From an optimization exercise on the open Yosys and OpenROAD flow, aimed at small area and a short achievable clock period; shortcuts taken in it are not production practice.
Only simulation tests tie the RTL to the original design; equivalence was not proved.
No activity file was given, so power comes from the tool's default toggle rates.

Setup of north:
==> flow/design.v (excerpt) <==
module minifloat_pipe (
    input  wire        clk,
    input  wire        rst,
    input  wire        in_valid,
    input  wire [4:0]  op,
    input  wire [31:0] a,
    input  wire [31:0] b,
    output wire [31:0] y,
    output reg  [1:0]  st,
    output reg         out_valid
);
For scale: roughly 720 cells after synthesis, roughly 110 I/O pins.
clock: 15.0 ns
lec_check: 0
cap_margin: 20
core_margin: 2
core_utilization: 50
cts_buf_list: sky130_fd_sc_hd__clkbuf_8
slew_margin: 20
standard.sh (not shown) runs the stock make flow with config.mk's settings and CLKGATE_MAP_FILE= SYNTH_SCRIPT=/design/flow/synth_recipe.tcl, a recipe that flattens the netlist after the stock synthesis.
==> flow/flow/run.sh <==
#!/bin/bash
set -euo pipefail
export BUFFER_PORTS_ARGS="-buffer_cell sky130_fd_sc_hd__buf_1"
bash standard.sh SETUP_SLACK_MARGIN=11 REMOVE_ABC_BUFFERS=1 finish > standard.log 2>&1
The inputs of south differ from those of north as listed below.
- swapping 50 for 40 in CORE_UTILIZATION
==> flow/flow/run.sh <==
#!/bin/bash
set -euo pipefail
export BUFFER_PORTS_ARGS="-buffer_cell sky130_fd_sc_hd__buf_1"
bash standard.sh SETUP_SLACK_MARGIN=11 finish > standard.log 2>&1
==> comparison <==
- south: full flow OK, the timing, design-rule and antenna checks passed
- | final standard cell utilization of the core | south vs north | 12 points lower |
- Relative to north, met2 routed wirelength has gone down in south.
- Comparing north and south, the higher total power was measured on south.
- Taking north as the reference, in south routed wire length down 1.3%, global-route wire length before repair down 610 um, total vias in the final route up 22, design area up 93 um^2, later-pin clock latency in the skew report down 20 ps.
- Sequential cell fraction of total power ends up higher on north.
- Going from north to south, worst setup margin shrinks by 12 ps.

========
build 3:
Starting RTL as in the previous note.
Design minifloat_pipe, start of the top module:
module minifloat_pipe (
    input  wire        clk,
    input  wire        rst,
    input  wire        in_valid,
    input  wire [4:0]  op,
    input  wire [31:0] a,
    input  wire [31:0] b,
    output wire [31:0] y,
    output reg  [1:0]  st,
    output reg         out_valid
);
    localparam ST_OK      = 2'd0;
    localparam ST_ABSENT  = 2'd1;
    localparam ST_ILLEGAL = 2'd2;
    wire [2:0] dab = a[6:4] - b[6:4];
    wire [2:0] dba = b[6:4] - a[6:4];
    wire       bgt = (b[6:4] > a[6:4]);
    reg [4:0]  op_q;
    reg [31:0] a_q;
    reg [7:0]  b_q;
    reg        swp_q;
    reg [2:0]  d_q;
    reg        v1;
    always @(posedge clk) begin
        if (rst) v1 <= 1'b0;
        else     v1 <= in_valid;
        op_q  <= op;
        a_q   <= a;
        b_q   <= b[7:0];
        swp_q <= bgt;
        d_q   <= bgt ? dba : dab;
    end
    wire [7:0] va = a_q[7:0];
    wire [7:0] vb = b_q;
  ...
clock: 15.0 ns
lec_check: 0
cap_margin: 20
core_margin: 2
core_utilization: 50
cts_buf_list: sky130_fd_sc_hd__clkbuf_8
slew_margin: 20
==> flow/flow/run.sh <==
#!/bin/bash
set -euo pipefail
export BUFFER_PORTS_ARGS="-buffer_cell sky130_fd_sc_hd__buf_1"
bash standard.sh SETUP_SLACK_MARGIN=11.2 finish > standard.log 2>&1
Both conditions hold for build 3: the flow ran to the end and the final layout passed the timing, design-rule and antenna checks.
Input-level comparison between build 40 and build 3:
Settings: CORE_UTILIZATION changed from 50 to 65.
-- flow/flow/run.sh --
<<< build 3, line 4
bash standard.sh SETUP_SLACK_MARGIN=11.2 finish > standard.log 2>&1
>>> build 40, line 4
bash standard.sh SETUP_SLACK_MARGIN=11 finish > standard.log 2>&1
- Looking at final-layout worst hold slack across build 3 and build 40, the one that comes out lower is build 40.
- The final reports for build 40 and build 3 show fraction of power consumed by the clock network lower in the former.
- Build 40 reports its end of the critical path as d_q[2] while build 3 reports y[26].
- On shortest clock period the worst path allows after layout: between build 3 and build 40, it ends up higher for build 40.
- Wire length in build 40 vs build 3: down 1.7%
- Power consumption: build 3 and build 40 compared, higher one is build 3
- Build 40 vs build 3: number of gates resized after cts down
- Comparing cell area after layout for build 3 and build 40, the smaller number came from build 40.
- Final weighted congestion in routability-driven placement was lower in build 3 than in build 40.
- The number of register bits inferred by synthesis of build 3 and that of build 40 are within noise of each other.
- On routed metal-1 wirelength: between build 3 and build 40, it ends up lower for build 40.
- Measured against build 40, the die outline area of build 3 comes out at 1.3 times the reference value.
Relative to build 40, the following input files were edited for build 54:
Settings: a change of CORE_UTILIZATION from 65 to 40; a deleted CTS_BUF_LIST that had been sky130_fd_sc_hd__clkbuf_8.
### Flow results
Area used by multi-input combinational logic, build 54 vs build 40: down slightly
Diff build 40 -> build 54 | global routing met2 resource utilization | decrease of 26 points
Final area (lower): build 40

[static timing again, ports no longer ideal]
Ports are ideal in the flow. The routed layouts listed here were re-timed in OpenROAD.
Step 1 (the two cells are an assumption about what drives the block):
set clk [get_ports {clk}]
set_driving_cell -lib_cell sky130_fd_sc_hd__clkbuf_16 $clk
set_driving_cell -lib_cell sky130_fd_sc_hd__buf_2 [delete_from_list [all_inputs] $clk]
Step 2 also shifts input and output timing later by t, the mid clock arrival at the registers, as if the neighbouring blocks saw the same clock.
Slacks: ideal / step 1 / step 2; pairs: ideal / step 1.
run	t (ns)	slack for setup (ns)	worst hold slack (ns)	worst setup path at the end	latest minus earliest clock arrival (ns)
north	0.418	11.079 / 11.044 / 10.705	0.338 / 0.338 / 0.338	input to register	0.017 / 0.017
south	0.408	11.067 / 11.078 / 10.671	0.343 / 0.343 / 0.343	input to register	0.011 / 0.010
build 3	0.412	11.148 / 11.110 / 10.724	0.336 / 0.336 / 0.336	input to register	0.013 / 0.013
build 40	0.395	11.034 / 11.044 / 10.649	0.331 / 0.331 / 0.331	input to register	0.016 / 0.017
build 54	0.389	11.069 / 11.083 / 10.695	0.344 / 0.344 / 0.344	input to register	0.008 / 0.007
After both steps setup and hold are still met in every run listed. For build 3, which loses most, drivers alone change the setup slack by -0.038 ns; drivers and shift together by -0.424 ns.
